This is an optimization exercise on Yosys and OpenROAD, whose aim is small area, a short achievable clock period and few clock cycles per item, not a production implementation.
Where RTL was checked, it was by simulation tests only, not by an equivalence proof against the original.
No activity file was given, so power comes from the tool's default toggle rates.

## job 5422
Design gf_engine, start of the top module:
module gf_engine (
    input  wire        clk,
    input  wire        rst,         
    input  wire        fa_we,
    input  wire [12:0] fa_wdata,
    input  wire        fb_we,
    input  wire [12:0] fb_wdata,
    output wire [12:0] fa,
    output wire [12:0] fb,
    output wire [12:0] fr,
    input  wire        cmd_valid,
    input  wire [31:0] cmd_word,
    output wire [7:0]  status
);
For scale: roughly 620 cells after synthesis, roughly 0.0047 mm² of cells after synthesis.
export LEC_CHECK = 0
export CAP_MARGIN = 20
export CORE_MARGIN = 2
export CORE_UTILIZATION = 40
export PLACE_DENSITY = 0.6
export SETUP_SLACK_MARGIN = 2.0
export SLEW_MARGIN = 20
create_clock -name core_clock -period 5.0 [get_ports {clk}]
standard.sh (not shown) runs the stock make flow with config.mk's settings and CLKGATE_MAP_FILE= SYNTH_SCRIPT=/design/flow/synth_recipe.tcl, a recipe that flattens the netlist after the stock synthesis.
==> flow/flow/run.sh <==
#!/bin/bash
# Own layout flow: the standard flow (standard.sh), with two changes to
# how the layout is made:
#  * the port buffers that the standard flow inserts on every input and
#    output are sky130_fd_sc_hd__buf_1 instead of the default choice
#    (the resizer may still upsize them where timing needs it);
#  * the 3-input XOR/XNOR cells are added to the platform's don't-use list,
#    so that synthesis builds the XOR trees from faster 2-input cells.
# Everything else (synthesis script, floorplan, power grid, tap cells,
# placement, CTS, routing) is the standard flow unchanged.
set -euo pipefail
cd "$(dirname "$0")/.."

PLATFORM_DONT_USE="sky130_fd_sc_hd__probe_p_8 sky130_fd_sc_hd__probec_p_8 \
sky130_fd_sc_hd__lpflow_bleeder_1 sky130_fd_sc_hd__lpflow_clkbufkapwr_1 \
sky130_fd_sc_hd__lpflow_clkbufkapwr_16 sky130_fd_sc_hd__lpflow_clkbufkapwr_2 \
sky130_fd_sc_hd__lpflow_clkbufkapwr_4 sky130_fd_sc_hd__lpflow_clkbufkapwr_8 \
sky130_fd_sc_hd__lpflow_clkinvkapwr_1 sky130_fd_sc_hd__lpflow_clkinvkapwr_16 \
sky130_fd_sc_hd__lpflow_clkinvkapwr_2 sky130_fd_sc_hd__lpflow_clkinvkapwr_4 \
sky130_fd_sc_hd__lpflow_clkinvkapwr_8 sky130_fd_sc_hd__lpflow_decapkapwr_12 \
sky130_fd_sc_hd__lpflow_decapkapwr_3 sky130_fd_sc_hd__lpflow_decapkapwr_4 \
sky130_fd_sc_hd__lpflow_decapkapwr_6 sky130_fd_sc_hd__lpflow_decapkapwr_8 \
sky130_fd_sc_hd__lpflow_inputiso0n_1 sky130_fd_sc_hd__lpflow_inputiso0p_1 \
sky130_fd_sc_hd__lpflow_inputiso1n_1 sky130_fd_sc_hd__lpflow_inputiso1p_1 \
sky130_fd_sc_hd__lpflow_inputisolatch_1 sky130_fd_sc_hd__lpflow_isobufsrc_1 \
sky130_fd_sc_hd__lpflow_isobufsrc_16 sky130_fd_sc_hd__lpflow_isobufsrc_2 \
sky130_fd_sc_hd__lpflow_isobufsrc_4 sky130_fd_sc_hd__lpflow_isobufsrc_8 \
sky130_fd_sc_hd__lpflow_isobufsrckapwr_16 \
sky130_fd_sc_hd__lpflow_lsbuf_lh_hl_isowell_tap_1 \
sky130_fd_sc_hd__lpflow_lsbuf_lh_hl_isowell_tap_2 \
sky130_fd_sc_hd__lpflow_lsbuf_lh_hl_isowell_tap_4 \
sky130_fd_sc_hd__lpflow_lsbuf_lh_isowell_4 \
sky130_fd_sc_hd__lpflow_lsbuf_lh_isowell_tap_1 \
sky130_fd_sc_hd__lpflow_lsbuf_lh_isowell_tap_2 \
sky130_fd_sc_hd__lpflow_lsbuf_lh_isowell_tap_4"
EXTRA_DONT_USE="sky130_fd_sc_hd__xor3_1 sky130_fd_sc_hd__xor3_2 sky130_fd_sc_hd__xor3_4 \
sky130_fd_sc_hd__xnor3_1 sky130_fd_sc_hd__xnor3_2 sky130_fd_sc_hd__xnor3_4"

bash standard.sh finish \
    "DONT_USE_CELLS=$PLATFORM_DONT_USE $EXTRA_DONT_USE" \
    "BUFFER_PORTS_ARGS=-buffer_cell sky130_fd_sc_hd__buf_1" \
    > flow_make.log 2>&1
Per the final summary, job 5422 finished and its layout is clean on timing, DRC and antenna.
Edits applied to the flow inputs when going from job 5422 to job 9917:
Settings: SETUP_SLACK_MARGIN: 2.0 -> 2.4.
### Flow results
Compared to job 5422, job 9917 has arrival time at the worst endpoint 0.12 ns lower. Diff job 5422 -> job 9917: final core utilization increased by 7.3 points relative to the old numbers; register-to-register path setup slack climbed 0.17 ns. Job 9917: PASS, flow complete, no timing, DRC or antenna violations.
Edits applied to the flow inputs when going from job 9917 to job 7604:
Settings: CTS_BUF_LIST now sky130_fd_sc_hd__clkbuf_8, previously not set; SETUP_SLACK_MARGIN now 2.0, was 2.4.
==> comparison <==
- Per the final summary, job 7604 finished and its layout is clean on timing, DRC and antenna.
- For the total via count after detailed routing, job 7604 came in about 9% lower than job 9917 did.
- Job 7604 reports a higher fraction of power spent switching nets than job 9917 does.
- The higher internal reg-to-reg setup slack of job 7604 and job 9917 is in job 9917.
- Clock network area share: job 7604 < job 9917
Function was not checked in any run of this note: the RTL went through the layout flow alone.

* * *

== run 1 ==
gf_engine, a different RTL version from the one above (not shown whole).
Size: about 720 cells after synthesis, about 41 flip-flops, roughly 5600 um^2 of cells after synthesis.
clock: 5.0 ns
lec_check: 0
cap_margin: 0
core_margin: 2
core_utilization: 40
cts_buf_list: sky130_fd_sc_hd__clkbuf_8
place_density: 0.6
setup_slack_margin: 2.4
slew_margin: 0
synth_hierarchical: 1
synth_minimum_keep_size: 0
tns_end_percent: 5
Scripts as last shown in full above: flow/flow/run.sh
Run 1 ended with every stage complete and zero timing, DRC or antenna violations.
Testbench counts of run 1, summed over its fixed seeds: cycles 4,800, ops 2,400.
> inputs changed (run 1 -> run 2)
diff --git a/flow/config.mk b/flow/config.mk
--- a/flow/config.mk
+++ b/flow/config.mk
@@ -10,6 +10,6 @@
 export CORE_UTILIZATION = 40
 export CTS_BUF_LIST = sky130_fd_sc_hd__clkbuf_8
-export PLACE_DENSITY = 0.6
-export SETUP_SLACK_MARGIN = 2.4
+export PLACE_DENSITY = 0.75
+export SETUP_SLACK_MARGIN = 2.3
 export SLEW_MARGIN = 0
 export SYNTH_HIERARCHICAL = 1
==> run summary <==
Changes observed in run 2 relative to run 1: routed wire length on met3 rose 320 um; area of the core barely changed; non-clock buffer count grew by 3; number of filler instances in the final layout saw a decrease. Going from run 1 to run 2, minimum period implied by the final worst setup slack picked up an extra 72 ps; post-route cell area picked up an extra about 0.7%; utilization picked up an extra 0.27 points; power picked up an extra 0.00012 W; worst slew margin relative to its limit lost 0.61 points.
Here is what was changed in the inputs of run 3 compared with run 2.
diff --git a/flow/config.mk b/flow/config.mk
--- a/flow/config.mk
+++ b/flow/config.mk
@@ -8,8 +8,8 @@
 export CAP_MARGIN = 0
 export CORE_MARGIN = 2
-export CORE_UTILIZATION = 40
+export CORE_UTILIZATION = 45
 export CTS_BUF_LIST = sky130_fd_sc_hd__clkbuf_8
-export PLACE_DENSITY = 0.75
-export SETUP_SLACK_MARGIN = 2.3
+export PLACE_DENSITY = 0.6
+export SETUP_SLACK_MARGIN = 2.35
 export SLEW_MARGIN = 0
 export SYNTH_HIERARCHICAL = 1
==> comparison <==
Run 3 — area growth from synthesis to layout 1.4 points higher, run 2 as reference. Looking at global placer's final weighted congestion across run 2 and run 3, the one that comes out lower is run 2. The lower post-route worst hold slack of run 2 and run 3 is in run 3. Lower met2 demand-to-capacity share in global routing was reported by run 2, not run 3.
The following lists how run 4 was set up differently from run 3:
==> flow/config.mk <==
export PLATFORM = sky130hd
export DESIGN_NAME = gf_engine
export DESIGN_NICKNAME = gf_engine
export VERILOG_FILES = /design/flow/design.v
export SDC_FILE = /design/flow/constraint.sdc
export NUM_CORES = 4
export LEC_CHECK = 0
export CAP_MARGIN = 20
export CORE_MARGIN = 2
export CORE_UTILIZATION = 40
export CTS_BUF_LIST = sky130_fd_sc_hd__clkbuf_8
export PLACE_DENSITY = 0.6
export SETUP_SLACK_MARGIN = 2.2
export SLEW_MARGIN = 20
export SYNTH_HIERARCHICAL = 1
export SYNTH_MINIMUM_KEEP_SIZE = 0
## What came out
Of run 4 and run 3, the run reporting the higher overall power of the completed layout was run 3. Delta (run 4 minus run 3): final standard cell area without fillers fell by about 4%; part of the total power dissipated in combinational logic fell by 1.4 points.

* * *

Another version of the RTL of gf_engine (not shown whole).
Size in the first run: about 610 cells after synthesis, ~41 flip-flops, ~0.0051 sq mm of cells after synthesis.
make LEC_CHECK=0 CAP_MARGIN=20 CORE_MARGIN=2 CORE_UTILIZATION=40 PLACE_DENSITY=0.6 SETUP_SLACK_MARGIN=2.5 SLEW_MARGIN=20 finish   # period 5.0 ns
run.sh (not shown) runs the stock make flow with config.mk's settings and CLKGATE_MAP_FILE= SYNTH_SCRIPT=/design/flow/synth_recipe.tcl, a recipe that flattens the netlist after the stock synthesis.
Stock flow here: none of the scripts above is used.
Testbench counts at the start, summed over its fixed seeds: cycles 4,800, ops 2,400.
Then changed:
- SETUP_SLACK_MARGIN: 2.5 -> unset
What happened: The new run finished clean. Die area stays the same. Global-route usage goes down by 2.5 points. Sequential share of layout area goes up by 1.7 points. Count of clock-buffer cells in the layout goes up by 2. First-iteration DRC count goes down by 24%. Final area goes down by 19%. Power goes down by 17%. Synthesized cell count stays the same.
Then changed:
- ABC_AREA: unset -> 1
Effect: The new run ran to the end with no violations. Setup slack improved by 0.083 ns. Core utilization fell by 2.7 points. Clock skew hardly moves. Worst hold slack improved by 0.022 ns. Cell count rose by 75%. Wire length rose by 27%.
Then changed:
==> flow/flow/run.sh (new file) <==
#!/bin/bash
# Own layout flow: the standard flow (standard.sh), with two changes to
# how the layout is made:
#  * the port buffers that the standard flow inserts on every input and
#    output are sky130_fd_sc_hd__buf_1 instead of the default choice
#    (the resizer may still upsize them where timing needs it);
#  * the 3-input XOR/XNOR cells are added to the platform's don't-use list,
#    so that synthesis builds the XOR trees from faster 2-input cells.
# Everything else (synthesis script, floorplan, power grid, tap cells,
# placement, CTS, routing) is the standard flow unchanged.
set -euo pipefail
cd "$(dirname "$0")/.."

PLATFORM_DONT_USE="sky130_fd_sc_hd__probe_p_8 sky130_fd_sc_hd__probec_p_8 \
sky130_fd_sc_hd__lpflow_bleeder_1 sky130_fd_sc_hd__lpflow_clkbufkapwr_1 \
sky130_fd_sc_hd__lpflow_clkbufkapwr_16 sky130_fd_sc_hd__lpflow_clkbufkapwr_2 \
sky130_fd_sc_hd__lpflow_clkbufkapwr_4 sky130_fd_sc_hd__lpflow_clkbufkapwr_8 \
sky130_fd_sc_hd__lpflow_clkinvkapwr_1 sky130_fd_sc_hd__lpflow_clkinvkapwr_16 \
sky130_fd_sc_hd__lpflow_clkinvkapwr_2 sky130_fd_sc_hd__lpflow_clkinvkapwr_4 \
sky130_fd_sc_hd__lpflow_clkinvkapwr_8 sky130_fd_sc_hd__lpflow_decapkapwr_12 \
sky130_fd_sc_hd__lpflow_decapkapwr_3 sky130_fd_sc_hd__lpflow_decapkapwr_4 \
sky130_fd_sc_hd__lpflow_decapkapwr_6 sky130_fd_sc_hd__lpflow_decapkapwr_8 \
sky130_fd_sc_hd__lpflow_inputiso0n_1 sky130_fd_sc_hd__lpflow_inputiso0p_1 \
sky130_fd_sc_hd__lpflow_inputiso1n_1 sky130_fd_sc_hd__lpflow_inputiso1p_1 \
sky130_fd_sc_hd__lpflow_inputisolatch_1 sky130_fd_sc_hd__lpflow_isobufsrc_1 \
sky130_fd_sc_hd__lpflow_isobufsrc_16 sky130_fd_sc_hd__lpflow_isobufsrc_2 \
sky130_fd_sc_hd__lpflow_isobufsrc_4 sky130_fd_sc_hd__lpflow_isobufsrc_8 \
sky130_fd_sc_hd__lpflow_isobufsrckapwr_16 \
sky130_fd_sc_hd__lpflow_lsbuf_lh_hl_isowell_tap_1 \
sky130_fd_sc_hd__lpflow_lsbuf_lh_hl_isowell_tap_2 \
sky130_fd_sc_hd__lpflow_lsbuf_lh_hl_isowell_tap_4 \
sky130_fd_sc_hd__lpflow_lsbuf_lh_isowell_4 \
sky130_fd_sc_hd__lpflow_lsbuf_lh_isowell_tap_1 \
sky130_fd_sc_hd__lpflow_lsbuf_lh_isowell_tap_2 \
sky130_fd_sc_hd__lpflow_lsbuf_lh_isowell_tap_4"
EXTRA_DONT_USE="sky130_fd_sc_hd__xor3_1 sky130_fd_sc_hd__xor3_2 sky130_fd_sc_hd__xor3_4 \
sky130_fd_sc_hd__xnor3_1 sky130_fd_sc_hd__xnor3_2 sky130_fd_sc_hd__xnor3_4"

bash standard.sh finish \
    "DONT_USE_CELLS=$PLATFORM_DONT_USE $EXTRA_DONT_USE" \
    "BUFFER_PORTS_ARGS=-buffer_cell sky130_fd_sc_hd__buf_1" \
    > flow_make.log 2>&1
==> flow/standard.sh (new file) <==
#!/bin/bash
# synth_recipe.tcl (not shown) runs the flow's synth.tcl, then flattens the netlist and writes it again
# the make line also repeats each setting of config.mk as NAME=value (left out here)
make -C /OpenROAD-flow-scripts/flow DESIGN_CONFIG=/design/flow/config.mk WORK_HOME=/design/flow/orfs CLKGATE_MAP_FILE= SYNTH_SCRIPT=/design/flow/synth_recipe.tcl "${@:-finish}"
- ABC_AREA: 1 -> unset
- SETUP_SLACK_MARGIN: unset -> 2.0
removed: flow/run.sh
Effect: The new run completed with no timing, DRC or antenna violations. Register-to-register slack improves by 0.21 ns. Synthesized area shrinks by 24%. Wire length shrinks by about 27%. Global-route usage shrinks by 1.3 points. Non-clock buffer count grows by 18. Final cell count shrinks by 41%. Clock-buffer cell count grows by 2. Via count shrinks by about 36%. Final area shrinks by 24%.
Then changed:
==> flow/run.sh (new file) <==
#!/bin/bash
# synth_recipe.tcl (not shown) runs the flow's synth.tcl, then flattens the netlist and writes it again
# the make line also repeats each setting of config.mk as NAME=value (left out here)
make -C /OpenROAD-flow-scripts/flow DESIGN_CONFIG=/design/flow/config.mk WORK_HOME=/design/flow/orfs CLKGATE_MAP_FILE= SYNTH_SCRIPT=/design/flow/synth_recipe.tcl finish
- SETUP_SLACK_MARGIN: 2.0 -> 1.5
removed: flow/flow/run.sh
removed: flow/standard.sh
The new run produced a clean layout.
Worst setup slack loses 0.49 ns.
Non-clock buffer count fell by 4.
Wire length is higher by roughly a tenth.
Power grows by a few percent.
Combinational power climbs by a few percent.
Clock power rises by about a fifth.
Synthesized cell count drops by a little under a tenth.
Synthesized area climbs by a few percent.
Global-route usage rises by 2.7 points.
Then changed:
- SETUP_SLACK_MARGIN: 1.5 -> 2.0
Outcome: The new run finished with timing, DRC and antenna clean; sequential share of layout area shrinks by 0.78 points; worst setup slack gains 0.44 ns; maximum frequency grows by about a fifth; synthesized cell count does not change; total power grows by roughly a tenth; global-route usage grows by 1.5 points; utilization grows by 6.7 points; wire length grows by a few percent; count of clock-buffer cells in the layout shrinks by 1; via count grows by a few percent; worst hold slack is about the same.

==> separate check: timing with driven ports <==
The results above use ideal ports. As a check the final layouts listed here were re-extracted and re-timed, cells and wires unchanged.
Step 1 sets driving cells, clkbuf_16 on the clock port and buf_2 on the other inputs (assumed; they add their load-dependent delay and slew).
Step 2 adds t to the input delays and takes it off the output delays; t is the mean of the earliest and latest rising clock arrival at the registers after step 1. Input paths then give back, and output paths get back, about the clock's delay inside the block.
a / b / c = no drivers / after step 1 / after step 2; a / b = the first two.
run	shift t [ns]	setup WS [ns]	latest minus earliest clock arrival (ns)
job 5422	0.321	2.059 / 2.063 / 1.748	0.010 / 0.010
job 9917	0.332	2.186 / 2.154 / 1.823	0.011 / 0.011
job 7604	0.334	2.069 / 2.076 / 1.742	0.014 / 0.013
run 1	0.346	2.517 / 2.517 / 2.201	0.014 / 0.014
run 2	0.343	2.445 / 2.445 / 2.176	0.019 / 0.019
run 3	0.334	2.454 / 2.462 / 2.129	0.018 / 0.019
run 4	0.342	2.393 / 2.393 / 2.158	0.007 / 0.007
the first run of note 3	0.346	2.069 / 2.016 / 1.670	0.012 / 0.012
the second run of note 3	0.340	1.105 / 1.111 / 0.771	0.012 / 0.012
the third run of note 3	0.346	1.187 / 1.211 / 0.865	0.010 / 0.010
the fourth run of note 3	0.331	2.070 / 2.045 / 1.714	0.008 / 0.008
the fifth run of note 3	0.342	1.583 / 1.583 / 1.413	0.012 / 0.013
the sixth run of note 3	0.340	2.022 / 2.043 / 1.704	0.005 / 0.005
After both steps every run listed still meets setup and hold. For the first run of note 3, which loses most, drivers alone change the setup slack by -0.053 ns; drivers and shift together by -0.399 ns.
